From an optimization exercise on the open Yosys and OpenROAD flow, aimed at small area, a short achievable clock period and few clock cycles; shortcuts taken in it are not production practice. The RTL was checked by simulation tests, not by an equivalence proof against the original design. Power and IR drop assume default switching activity.

[design/flow/config.mk]
export PLATFORM = sky130hd
export DESIGN_NAME = ring_view_ctrl
export DESIGN_NICKNAME = ring_view_ctrl
export VERILOG_FILES = /design/flow/design.v
export SDC_FILE = /design/flow/constraint.sdc
export NUM_CORES = 4
export LEC_CHECK = 0
export CAP_MARGIN = 20
export CORE_MARGIN = 2
export CORE_UTILIZATION = 55
export CTS_CLUSTER_DIAMETER = 80
export CTS_CLUSTER_SIZE = 24
export SLEW_MARGIN = 20
[design/flow/constraint.sdc]
create_clock -name core_clock -period 55.0 [get_ports {clk}]
set_input_delay 11.0000 -clock core_clock [delete_from_list [all_inputs] [get_ports {clk}]]
set_output_delay 11.0000 -clock core_clock [all_outputs]
set_load 0.01 [all_outputs]
[design/flow/design.v]
module ring_view_ctrl (
    input  wire        clk,
    input  wire        rst,           
    input  wire        cmd_valid,
    output wire        cmd_ready,
    input  wire [31:0] cmd_data,
    output wire        rsp_valid,
    input  wire        rsp_ready,
    output wire [31:0] rsp_data,
    output wire        rsp_last
);
    localparam N_RING = 8;
    reg        dev_ready;
    reg  [7:0] vv;                    
    reg  [7:0] cf;                    
    reg  [7:0] hv, tv;                
    reg [20:0] hps [0:N_RING-1];      
    reg [20:0] tps [0:N_RING-1];      
    reg [19:0] vds [0:N_RING-1];      
    reg [20:0] vhs [0:N_RING-1];      
    reg [20:0] vts [0:N_RING-1];      
    reg        pp;                    
    reg        vpu;                   
    reg        vpc;                   
    reg [63:0] rb [0:N_RING-1];       
    reg [39:0] rh [0:N_RING-1];       
    reg  [2:0] ph;                    
    reg  [7:0] cy;                    
    reg [16:0] rw [0:N_RING-1];       
    reg [23:0] v_cl    [0:N_RING-1];   
    reg        rv;                    
    reg        rl;                    
    reg [31:0] rd;                    
    reg  [3:0] ridx;                  
    reg  [4:0] wp;                    
    reg        k_rd, k_wr, k_cfg, k_upd, k_used, k_dump, k_init;
    reg        f_hi0;                 
    reg        f_lo0;                 
    reg        f_rg0;                 
    reg        f_sub0;                
    reg        f_devz;                
    reg        f_ds0;                 
    reg        f_rhi0;                
    reg        cw1;                   
    reg  [2:0] r;                     
    reg [31:0] x1, x2;                
    reg [19:0] x3;                    
    reg        x3_big;                
    reg [16:0] x4;                    
    reg        a_ok;                  
    reg        a_tail;
    reg [20:0] wv;                    
    reg        bpend;                 
    reg  [2:0] br;                    
    reg        wt;                    
    reg        cpend;                 
    reg        wpend;                 
    reg        wr_go;                 
    reg        cfg_go;                
    reg        busy;                  
    reg        sb;                    
    reg        sb_slow;               
    reg [22:0] d2;                    
    reg        div;                   
    reg        fin;                   
    reg        neg2;
    reg  [4:0] dcnt;
    reg        cr;                    
    reg        lastw;                 
    wire hs_cmd = cmd_valid & cr;
    wire hs_rsp = rv & rsp_ready;
    wire [5:0] in_op   = cmd_data[31:26];
    wire in_hi0  = (cmd_data[25:24] == 2'b00);
    wire in_lo0  = (cmd_data[11:0] == 12'd0);
    wire in_rg0  = (cmd_data[17:12] == 6'd0);
    wire in_ds0  = (cmd_data[23:18] == 6'd0);
    wire in_rd   = (in_op == 6'h01) & in_hi0 & in_lo0 & in_rg0;
    wire in_wr   = (in_op == 6'h02) & in_hi0 & in_lo0 & in_rg0;
    wire in_init = (in_op == 6'h03) & in_hi0 & in_lo0 & in_rg0 & (cmd_data[19:18] == 2'b00);
    wire in_ring = (in_op[5:2] == 4'b0010) & in_hi0 & in_lo0;
    wire in_cfg  = in_ring & (in_op[1:0] == 2'd0);
    wire in_upd  = in_ring & (in_op[1:0] == 2'd1);
    wire in_used = in_ring & (in_op[1:0] == 2'd2);
    wire in_dump = in_ring & (in_op[1:0] == 2'd3);
    wire in_ringok = in_ds0 & (cmd_data[17:15] == 3'd0);
    wire in_devz   = (cmd_data[23:20] == 4'd0);
    wire in_multi  = (in_op == 6'h01) | (in_op == 6'h02) | (in_op == 6'h08);
    wire in_usedok = in_used & in_ringok;
    wire in_dumpok = in_dump & in_ringok;
    wire [1:0] in_st = {1'b0, (in_op == 6'h03) ? ~in_devz : ~in_ringok};
    wire       in_ill = ~(in_multi | in_init | in_upd | in_used | in_dump);
    wire       rlx    = rl;
    wire dev_ok   = f_ds0;
    wire ring_ok  = f_ds0 & f_rhi0;
    wire k_multi  = k_rd | k_wr | k_cfg;
    wire bad_cw   = cw1 & k_multi & ~(f_hi0 & f_lo0 & (f_rg0 | k_cfg));
    wire init_go  = cw1 & k_init & f_hi0 & f_lo0 & f_rg0 & f_sub0 & f_devz;
    wire upd_go   = cw1 & k_upd & f_hi0 & f_lo0 & ring_ok;
    wire in_aok  = (cmd_data[31:6] == 26'h80) & (cmd_data[1:0] == 2'b00);
    wire  [2:0] rs     = ph - 3'd1 - r;
    wire [19:0] depth  = vds[rs];
    wire [20:0] cur_h  = vhs[rs];
    wire [20:0] cur_t  = vts[rs];
    wire [23:0] cur_l  = v_cl[r];
    wire [20:0] new_h  = hv[r] ? hps[rs] : 21'd0;
    wire [20:0] new_t  = tv[r] ? tps[rs] : 21'd0;
    wire [21:0] occ_cur = {2'b00, cur_t[19:0]} - {2'b00, cur_h[19:0]}
                        + ((cur_t[20] != cur_h[20]) ? {2'b00, depth} : 22'd0);
    wire [22:0] d_a = {3'd0, new_h[19:0]} - {3'd0, cur_h[19:0]}
                    + ((new_h[20] & ~cur_h[20]) ? {3'd0, depth} : 23'd0)
                    - ((cur_h[20] & ~new_h[20]) ? {3'd0, depth} : 23'd0);
    wire        slow_a = ({1'b0, new_h[19:0]} >= {1'b0, depth}) | ({1'b0, cur_h[19:0]} >= {1'b0, depth});
    wire        upd_act = upd_go & dev_ready & cf[r];
    wire [20:0] td2   = {depth, 1'b0};
    wire [24:0] l_sum = {1'b0, cur_l} + {{2{d2[22]}}, d2} + (d2[22] ? {4'd0, td2} : 25'd0);
    wire [20:0] mag = x1[20:0];
    wire [20:0] rem = x2[20:0];
    wire        upd_wr = sb & ~sb_slow;
    wire        busy_n = (busy & ~upd_wr) | (upd_act & slow_a);
    wire [21:0] dtry   = {rem, mag[dcnt]};
    wire [21:0] dsub   = dtry - {1'b0, td2};
    wire [20:0] rem_nx = dsub[21] ? dtry[20:0] : dsub[20:0];
    wire        at_r   = (ph == r);
    wire        b_wr   = bpend & (ph == br);
    wire        c_now  = cpend & at_r & ~bpend;
    wire        w_now7 = wpend & at_r & ~bpend;
    wire        w_now3 = wpend & ((ph ^ 3'd4) == r) & ~bpend;
    wire [16:0] w_tap  = w_now7 ? rw[7] : rw[3];
    wire [16:0] wl_cur = (w_now7 | w_now3) ? w_tap : x4;
    wire        bpend_n = bpend & ~b_wr;
    wire        cfg_ok = ring_ok & dev_ready & ~cf[r] & ~x3_big;
    wire        cfg_st = ~ring_ok | (dev_ready & (cf[r] | x3_big));
    wire [39:0] rh_in  = (b_wr ? 40'd0 : rh[7]) + {39'd0, cy[ph]};
    wire        nx_rdy = (ridx == 4'd3) ? (~wpend | w_now7 | w_now3) :
                         (ridx == 4'd7) ? (~cpend | c_now) : 1'b1;
    wire [20:0] ptr_rd = a_tail ? new_t : new_h;
    wire        wok    = (ph[0] == r[0]);
    wire  [2:0] ws     = ph - r;
    wire        p_go   = wr_go | pp;
    wire        vu_go  = upd_act | vpu;
    wire        vc_go  = cfg_go | vpc;
    wire        hp_wr  = p_go & ~a_tail & wok;
    wire        tp_wr  = p_go & a_tail & wok;
    wire        vd_wr  = vc_go & wok;
    wire        vh_wr  = (vu_go | vc_go) & wok;
    wire [20:0] vh_in  = vc_go ? 21'd0 : new_h;
    wire [20:0] vt_in  = vc_go ? 21'd0 : new_t;
    reg [31:0] dump_nx;               
    always @(*) begin
        case (ridx)
            4'd0:    dump_nx = {11'd0, cur_h};
            4'd1:    dump_nx = {11'd0, cur_t};
            4'd2:    dump_nx = {12'd0, depth};
            4'd3:    dump_nx = {16'd0, wl_cur[15:0]};
            4'd4:    dump_nx = {31'd0, x4[16]};
            4'd7:    dump_nx = c_now ? rb[7][31:0] : x1;
            4'd8:    dump_nx = x2;
            4'd9:    dump_nx = {{10{occ_cur[21]}}, occ_cur};
            4'd11:   dump_nx = {x3[7:0], cur_l};
            4'd12:   dump_nx = {wv[19:0], x3[19:8]};
            default: dump_nx = 32'd0;
        endcase
        if (!vv[r]) dump_nx = 32'd0;
        if (ridx == 4'd10) dump_nx = {29'd0, r};
    end
    wire [31:0] rsp_nx = k_dump ? dump_nx :
                         k_used ? (cf[r] ? {{10{occ_cur[21]}}, occ_cur} : 32'd0) :
                                  {11'd0, ptr_rd};
    assign cmd_ready = cr;
    assign rsp_valid = rv;
    assign rsp_data  = rd;
    assign rsp_last  = rlx;
    integer i;
    always @(posedge clk) begin
        if (rst) begin
            rv        <= 1'b0;
            rl        <= 1'b0;
            rd        <= 32'd0;
            wt        <= 1'b0;
            pp        <= 1'b0;
            vpu       <= 1'b0;
            vpc       <= 1'b0;
            cw1       <= 1'b0;
            ridx      <= 4'd0;
            wp        <= 5'b00001;
            k_rd      <= 1'b0;
            k_wr      <= 1'b0;
            k_cfg     <= 1'b0;
            k_upd     <= 1'b0;
            k_used    <= 1'b0;
            k_dump    <= 1'b0;
            k_init    <= 1'b0;
            wr_go     <= 1'b0;
            cfg_go    <= 1'b0;
            busy      <= 1'b0;
            cr        <= 1'b1;
            lastw     <= 1'b0;
            sb        <= 1'b0;
            div       <= 1'b0;
            fin       <= 1'b0;
            bpend     <= 1'b0;
            cpend     <= 1'b0;
            wpend     <= 1'b0;
            ph        <= 3'd0;
            cy        <= 8'd0;
            dev_ready <= 1'b0;
            vv        <= 8'd0;
            cf        <= 8'd0;
            hv        <= 8'd0;
            tv        <= 8'd0;
        end else begin
            wr_go   <= 1'b0;
            cfg_go  <= 1'b0;
            cw1     <= hs_cmd & wp[0];
            pp      <= p_go & ~wok;
            vpu     <= vu_go & ~wok;
            vpc     <= vc_go & ~wok;
            ph      <= ph + 3'd1;
            if (hs_cmd) begin
                rd[31:2] <= 30'd0;
                if (wp[0]) begin
                    k_rd    <= (in_op == 6'h01);
                    k_wr    <= (in_op == 6'h02);
                    k_cfg   <= (in_op == 6'h08);
                    k_upd   <= (in_op == 6'h09);
                    k_used  <= (in_op == 6'h0A);
                    k_dump  <= (in_op == 6'h0B);
                    k_init  <= (in_op == 6'h03);
                    f_hi0   <= in_hi0;
                    f_lo0   <= in_lo0;
                    f_rg0   <= in_rg0;
                    f_sub0  <= (cmd_data[19:18] == 2'b00);
                    f_devz  <= in_devz;
                    f_ds0   <= in_ds0;
                    f_rhi0  <= (cmd_data[17:15] == 3'd0);
                    r       <= cmd_data[14:12];
                    ridx    <= 4'd0;
                    lastw   <= in_rd;
                    wp      <= in_multi ? 5'b00010 : 5'b00001;
                    rv      <= ~in_multi;
                    cpend   <= (in_op == 6'h0B);
                    wpend   <= (in_op == 6'h0B);
                end else begin
                    wp    <= lastw ? 5'b00001 : {wp[3:0], 1'b0};
                    lastw <= (k_wr & wp[1]) | (k_cfg & wp[3]);
                    rv    <= lastw;
                    if (wp[1]) begin
                        if (k_cfg) x1 <= cmd_data;
                        else       r  <= cmd_data[5:3];
                        a_ok   <= in_aok;
                        a_tail <= cmd_data[2];
                    end
                    if (wp[2] & k_cfg) x2 <= cmd_data;
                    if (wp[3]) begin
                        x3     <= cmd_data[19:0];
                        x3_big <= (cmd_data[31:20] != 12'd0);
                    end
                    if (wp[4]) x4 <= cmd_data[16:0];
                    wv <= cmd_data[20:0];
                    wr_go  <= lastw & k_wr & dev_ok & a_ok;
                    cfg_go <= lastw & k_cfg & cfg_ok;
                    if (lastw & k_cfg & cfg_ok) begin
                        bpend <= 1'b1;
                        br    <= r;
                    end
                end
            end
            if (bad_cw) begin
                wp      <= 5'b00001;
                rv      <= 1'b1;
                rl      <= 1'b1;
                rd[1:0] <= 2'd3;
            end
            cr <= hs_cmd ? (wp[0] ? (in_multi & ~((in_op == 6'h08) & bpend_n)) : ~lastw)
                         : ~((rv & ~(rsp_ready & rlx)) | bad_cw | busy_n | wt |
                             (bpend_n & k_cfg & wp[1]));
            if (hs_rsp) begin
                if (rlx) begin
                    rv <= 1'b0;
                    rl <= 1'b0;
                end else if (!nx_rdy) begin
                    rv <= 1'b0;
                    wt <= 1'b1;
                end else begin
                    ridx <= ridx + 4'd1;
                    rd <= rsp_nx;
                    rl <= k_dump ? (ridx == 4'd12) : 1'b1;
                end
            end
            if (wt & nx_rdy) begin
                wt   <= 1'b0;
                rv   <= 1'b1;
                ridx <= ridx + 4'd1;
                rd   <= rsp_nx;
                rl   <= ridx == 4'd12;
            end
            if (hs_cmd) begin
                if (wp[0]) begin
                    rd[1:0] <= in_st | {2{in_ill}};
                    rl      <= in_ill | ~(((in_op == 6'h0A) | (in_op == 6'h0B)) & in_ds0 &
                                          (cmd_data[17:15] == 3'd0));
                end else begin
                    rl      <= ~(k_rd & dev_ok & in_aok);
                    if (k_rd)
                        rd[1:0] <= {1'b0, ~(dev_ok & in_aok)};
                    else if (k_wr)
                        rd[1:0] <= {1'b0, ~(dev_ok & a_ok)};
                    else
                        rd[1:0] <= {1'b0, cfg_st};
                end
            end
            if (wr_go) begin
                if (a_tail) tv[r] <= 1'b1;
                else        hv[r] <= 1'b1;
            end
            if (cy[ph])
                cy[ph] <= 1'b0;
            if (upd_wr & l_sum[24])
                cy[r] <= 1'b1;
            if (b_wr)
                bpend <= 1'b0;
            if (w_now7 | w_now3) begin
                if (!(hs_cmd & wp[0])) wpend <= 1'b0;
                x4    <= w_tap;
            end
            if (c_now) begin
                if (!(hs_cmd & wp[0])) cpend <= 1'b0;
                x1 <= rb[7][31:0];
                x2 <= rb[7][63:32];
                x3 <= rh_in[19:0];
                wv <= {1'b0, rh_in[39:20]};
            end
            if (cfg_go) begin
                cy[r] <= 1'b0;
                vv[r] <= 1'b1;
                cf[r] <= (x3 != 20'd0) && ({x2, x1} != 64'd0);
            end
            if (init_go) begin
                dev_ready <= 1'b1;
                vv <= 8'd0;
                cf <= 8'd0;
            end
            sb  <= 1'b0;
            fin <= 1'b0;
            if (upd_act) begin
                sb      <= 1'b1;
                sb_slow <= slow_a;
                busy    <= slow_a;
                d2      <= d_a;
            end
            if (sb & sb_slow & bpend)
                sb <= 1'b1;          
            if (sb & sb_slow & ~bpend) begin
                div  <= 1'b1;
                neg2 <= d2[22];
                x1[20:0] <= d2[22] ? (21'd0 - d2[20:0]) : d2[20:0];
                x2[20:0] <= 21'd0;
                dcnt <= 5'd20;
            end
            if (div) begin
                x2[20:0] <= rem_nx;
                dcnt <= dcnt - 5'd1;
                if (dcnt == 5'd0) begin
                    div <= 1'b0;
                    fin <= 1'b1;
                end
            end
            if (fin) begin
                sb      <= 1'b1;
                sb_slow <= 1'b0;
                d2      <= neg2 ? (23'd0 - {2'd0, rem}) : {2'd0, rem};
            end
            if (upd_wr)
                busy <= 1'b0;
        end
    end
    always @(posedge clk) begin
        begin
            if (cfg_go)
                v_cl[r] <= 24'd0;
            for (i = 0; i < N_RING; i = i + 1) begin
                if (i % 2 == 0 && hp_wr && ws == i) hps[i] <= wv;
                else                                 hps[i] <= hps[(i + 7) % 8];
                if (i % 2 == 0 && tp_wr && ws == i) tps[i] <= wv;
                else                                 tps[i] <= tps[(i + 7) % 8];
                if (i % 2 == 0 && vd_wr && ws == i) vds[i] <= x3;
                else                                 vds[i] <= vds[(i + 7) % 8];
                if (i % 2 == 0 && vh_wr && ws == i) begin
                    vhs[i] <= vh_in;
                    vts[i] <= vt_in;
                end else begin
                    vhs[i] <= vhs[(i + 7) % 8];
                    vts[i] <= vts[(i + 7) % 8];
                end
            end
            if (upd_wr)
                v_cl[r] <= l_sum[23:0];
            for (i = 1; i < N_RING; i = i + 1) begin
                rb[i] <= rb[i-1];
                rh[i] <= rh[i-1];
            end
            rb[0] <= b_wr ? {x2, x1} : rb[7];   
            for (i = 1; i < N_RING; i = i + 1)
                rw[i] <= rw[i-1];
            rw[0] <= b_wr ? x4 : rw[7];
            rh[0] <= rh_in;
        end
    end
endmodule
[design/flow/flow/run.sh]
#!/bin/bash
# The standard layout (standard synthesis, floorplan, placement, CTS, routing) with two changes:
# the port buffers that buffer_ports inserts are plain buf_4 cells instead of its default
# delay cells, and the resizer's timing repair aims for 43 ns of setup slack at the design's
# 55 ns clock (so it also works on paths that already meet 55 ns). The SDC is the standard flow's, unchanged.
set -euo pipefail
export BUFFER_PORTS_ARGS="-buffer_cell sky130_fd_sc_hd__buf_4"
export SETUP_SLACK_MARGIN=43
bash standard.sh finish > standard_flow.log 2>&1
[design/flow/standard.sh]
#!/bin/bash
# synth_recipe.tcl (not shown) runs the flow's synth.tcl, then flattens the netlist and writes it again
# the make line also repeats each setting of config.mk as NAME=value (left out here)
make -C /OpenROAD-flow-scripts/flow DESIGN_CONFIG=/design/flow/config.mk WORK_HOME=/design/flow/orfs CLKGATE_MAP_FILE= SYNTH_SCRIPT=/design/flow/synth_recipe.tcl "${@:-finish}"
==> summary.txt <==
max_slew headroom - 0.1774
Setup Crit Path Kind - flip-flop to output port
#FFs+latches synth - 2273
Total GRT Usage - 0.3326
Die Width - 386.3 um
Hold Crit Class - flip-flop to flip-flop
Critical Path AT - 1.32 ns
fin util - 0.6031
Synth cell types - 81
drt first pass iters - 8
Synth Warn # - 9
Final ANT Viol Nets - 0
Slowest-stage cell, CP - dfxtp_4
Die H - 386.3 um
core area - 145400 sq um
Pwr Density - 36.91 nW/um^2
max cap viols - 0
via count - 53990
share of post-route cells with drive strength above 1 - 0.1538
initial core utilization - 0.5528
final hold violations - 0
first-pass GRT wire length - 359400 um
Wirelength per Cell - 28.07 um
grt ovf - 0
CTS Buf Count - 116
row cnt - 140
ys flop type - dfxtp_1
worst clock skew - 0.05330 ns
Vias/cell - 6.033
Post-Syn Nets - 7241
min cycle time layout - 12.32 ns
Clk pin slew, worst setup/hold paths - 0.10 ns
RSZ-0062 raised after global routing - yes
Final setup viols - 0
area delta synth->final - 9.083%
initial drt markers - 5602
Hold Path Cell Cnt - 0
crit-path cells - buf_6
CP bufs+invs - 1
VDD IR max - 0.00003178 V
PortBufs - 70
clock sink count - 2273
antenna violations before repair - 15
period utilization - 0.2240
outcome - timing/DRC/antenna clean
leak pwr - 33.41 nW
crit start category - flip-flop
Post-Route WL - 251200 um
Residual DRC - 0
Fin Hold WS - 0.3173 ns
highest net fanout along the worst path - 2
Syn Inst Count - 6971
HPWL after DPL - 177700 um
ys async rst share - 0
largest net degree at the start of global routing - 126
Netlist Area Pre-Place - 80380 sq um
syn_area_per_cell - 11.53 sq um
CTS Hold Bufs - 0
H-Tree Depth - 3
I/O pin total - 71
worst-margin pin slew - 1.234 ns
Final Slew Violations - 0
reg2reg path depth - 30
sequential area share after synthesis - 0.6110
Data required, critical path - 44.00 ns
GPL Wtd Cong - 1.012
Peak Freq - 81.18 MHz
vias in the first global route - 51230
Post-synth EDFFs - 360
clock latency (worst-skew pair) - 0.80 ns
post-route setup TNS - 0 ns
Power, Total - 3.236 mW
clk buf depth - 3
Largest stage delay, worst path - 0.41 ns
CTS root buffer - clkbuf_16
die area - 149200 sq um
WP depth - 1
Net count, final - 7227
TritonCTS clock tree - yes
crit end category - output port
delay-heaviest family, CP - flip-flops
[cell usage after synthesis (29+ instances only)]
| cell type | n | area, sq um |
|---|---|---|
| dfxtp_1 | 1913 | 38300 |
| o22ai_1 | 35 | 219.0 |
| buf_1 | 65 | 244.0 |
| nor2b_1 | 39 | 244.0 |
| xor2_1 | 68 | 595.6 |
| nor4_1 | 38 | 237.7 |
| o21ai_0 | 297 | 1486 |
| o21a_1 | 34 | 255.2 |
| nor3_1 | 78 | 390.4 |
| a21o_1 | 66 | 495.5 |
| mux2i_1 | 84 | 840.8 |
| nor2_1 | 490 | 1839 |
| and2_1 | 39 | 244.0 |
| a21oi_1 | 391 | 1957 |
| nand2b_1 | 39 | 244.0 |
| o31ai_1 | 47 | 352.8 |
| a31oi_1 | 97 | 606.8 |
| o221ai_1 | 51 | 446.7 |
| a211oi_1 | 49 | 367.9 |
| a21boi_0 | 29 | 217.7 |
| xnor2_1 | 123 | 1077 |
| a22oi_1 | 29 | 217.7 |
| o211ai_1 | 30 | 225.2 |
| ha_1 | 188 | 2352 |
| inv_1 | 116 | 435.4 |
| clkbuf_1 | 242 | 908.4 |
| mux2_2 | 411 | 4628 |
| edfxtp_1 | 360 | 10810 |
| fa_1 | 46 | 920.9 |
| mux4_2 | 111 | 2500 |
| and3_1 | 38 | 237.7 |
| a221oi_1 | 30 | 262.8 |
| nand2_1 | 891 | 3344 |
| nand3_1 | 103 | 515.5 |
| buf_2 | 44 | 220.2 |
[worst paths after layout]
| path | startpoint | to | slack, ns |
|---|---|---|---|
| worst max-delay path | rd[0]$_SDFF_PP0_ | rsp_data[0] | 42.68 |
| worst min-delay path | rb[3][39]$_DFF_P_ | rb[4][39]$_DFF_P_ | 0.32 |
| worst max register to register | r[0]$_DFFE_PP_ | rd[27]$_SDFF_PP0_ | 44.39 |
| worst min register to register | rb[3][39]$_DFF_P_ | rb[4][39]$_DFF_P_ | 0.32 |
[timing repair]
item / 4_1_cts / 5_1_grt
buffers inserted: 24 / 8
pin swaps: 10 / 12
resized for setup: 99 / 26
setup endpoints to repair: 121 / 94
gates cloned: 2 / 0
[per-layer routing]
| metal | up-vias | GRT usage | share of wire |
|---|---|---|---|
| li1 | 24570 | - | - |
| met1 | 26690 | 0.4470 | 0.42 |
| met2 | 2239 | 0.5214 | 0.45 |
| met3 | 480 | 0.06378 | 0.082 |
| met4 | 8 | 0.1526 | 0.051 |
| met5 | - | 0 | 0.00023 |
[sequential cells by signal, summed over array words and instances, names as in the netlist, 20 cells and up, named ones only]
register and cells:
vhs 168, v_cl 192, x1 32, x3 20, vts 168, tps 168
x2 32, vds 160, hps 168, rb 512, wv 21, d2 23
rh 320, rw 136, rd 32
[logic make-up after synthesis]
| family | synth area share |
|---|---|
| flip-flops | 0.6110 |
| AND/OR/NAND/NOR | 0.09958 |
| AO/OA/AOI/OAI | 0.1047 |
| multiplexers | 0.09933 |
| buffers and inverters | 0.02318 |
| adder cells (fa/ha/maj) | 0.04086 |
| XOR/XNOR | 0.02139 |
[where the power goes]
| group | total [mW] | leakage (nW) | internal, mW | switching (mW) |
|---|---|---|---|---|
| clock | 0.979 | 1.77 | 0.428 | 0.551 |
| combinational | 0.551 | 13.2 | 0.199 | 0.353 |
| sequential | 1.71 | 18.4 | 1.70 | 0.00706 |
| total | 3.24 | 33.4 | 2.33 | 0.911 |
[cell usage in the layout (no fill, tap or decap), drive strengths merged, types with 19 or more instances in the layout]
| master | n |
|---|---|
| a31oi | 99 |
| xnor2 | 123 |
| a221oi | 30 |
| nand2b | 39 |
| mux2 | 412 |
| nand3 | 103 |
| clkbuf | 144 |
| a21boi | 29 |
| a222oi | 23 |
| edfxtp | 360 |
| nor2b | 39 |
| and3 | 38 |
| a211oi | 49 |
| inv | 134 |
| dfxtp | 1913 |
| buf | 223 |
| a21oi | 391 |
| o22ai | 35 |
| mux2i | 84 |
| ha | 188 |
| fa | 46 |
| o21ai | 309 |
| nand4 | 21 |
| or4 | 19 |
| nor3 | 78 |
| o211ai | 30 |
| o31ai | 47 |
| nand2 | 891 |
| mux4 | 111 |
| o21a | 34 |
| a21o | 66 |
| nor4 | 38 |
| a22oi | 29 |
| xor2 | 68 |
| and2 | 42 |
| nor2 | 490 |
| o221ai | 51 |
[stage by stage]
| stage | instance area (sq um) | cells | setup slack, ns |
|---|---|---|---|
| 2_1_floorplan | 80730 | 6971 | 42.33 |
| 3_3_place_gp | 83260 | 8721 | 41.76 |
| 3_5_place_dp | 83260 | 8721 | 41.78 |
| 4_1_cts | 87460 | 8932 | 42.64 |
| 5_1_grt | 87660 | 8942 | 42.66 |
| 6_report | 87680 | 8949 | 42.68 |
[area by class of cell]
| class | instances | area, sq um |
|---|---|---|
| fill | 12030 | 57710 |
| sequential | 2273 | 49170 |
| multi-input combinational | 4226 | 30020 |
| clock buffer | 144 | 3069 |
| tap | 1917 | 2399 |
| timing repair buffer | 223 | 1966 |
| clock inverter | 41 | 596.8 |
| inverter | 117 | 441.7 |
| antenna | 8 | 20.02 |
[worst reg2reg max path, delay by kind of cell, from the launching register on]
family                   cells  cell delay [ns]
AO/OA/AOI/OAI               15             4.25
buffers and inverters        4             1.03
XOR/XNOR                     1             0.17
adder cells (fa/ha/maj)      4             2.09
AND/OR/NAND/NOR              6             2.54
flip-flops                   1             0.43
Testbench counts, summed over its fixed seeds: cycles 40,688.

## separate check: timing with driven ports
How much do the figures lean on ideal ports? The routed layout below was timed once more, with nothing changed but the port constraints. Step 1 sets driving cells, clkbuf_16 on the clock port and buf_2 on the other inputs (assumed; they add their load-dependent delay and slew). Step 2 also shifts input and output timing later by t, the mid clock arrival at the registers, as if the neighbouring blocks saw the same clock. Three values: ideal ports, drivers, drivers and shift; two values: the first two.
t, ns: 0.861
slack for setup (ns): 42.681 / 42.596 / 41.980
worst register clock-pin slew, ns: 0.10 / 0.10
After both steps setup and hold are still met in this run. For this run, drivers alone change the setup slack by -0.085 ns; drivers and shift together by -0.701 ns.
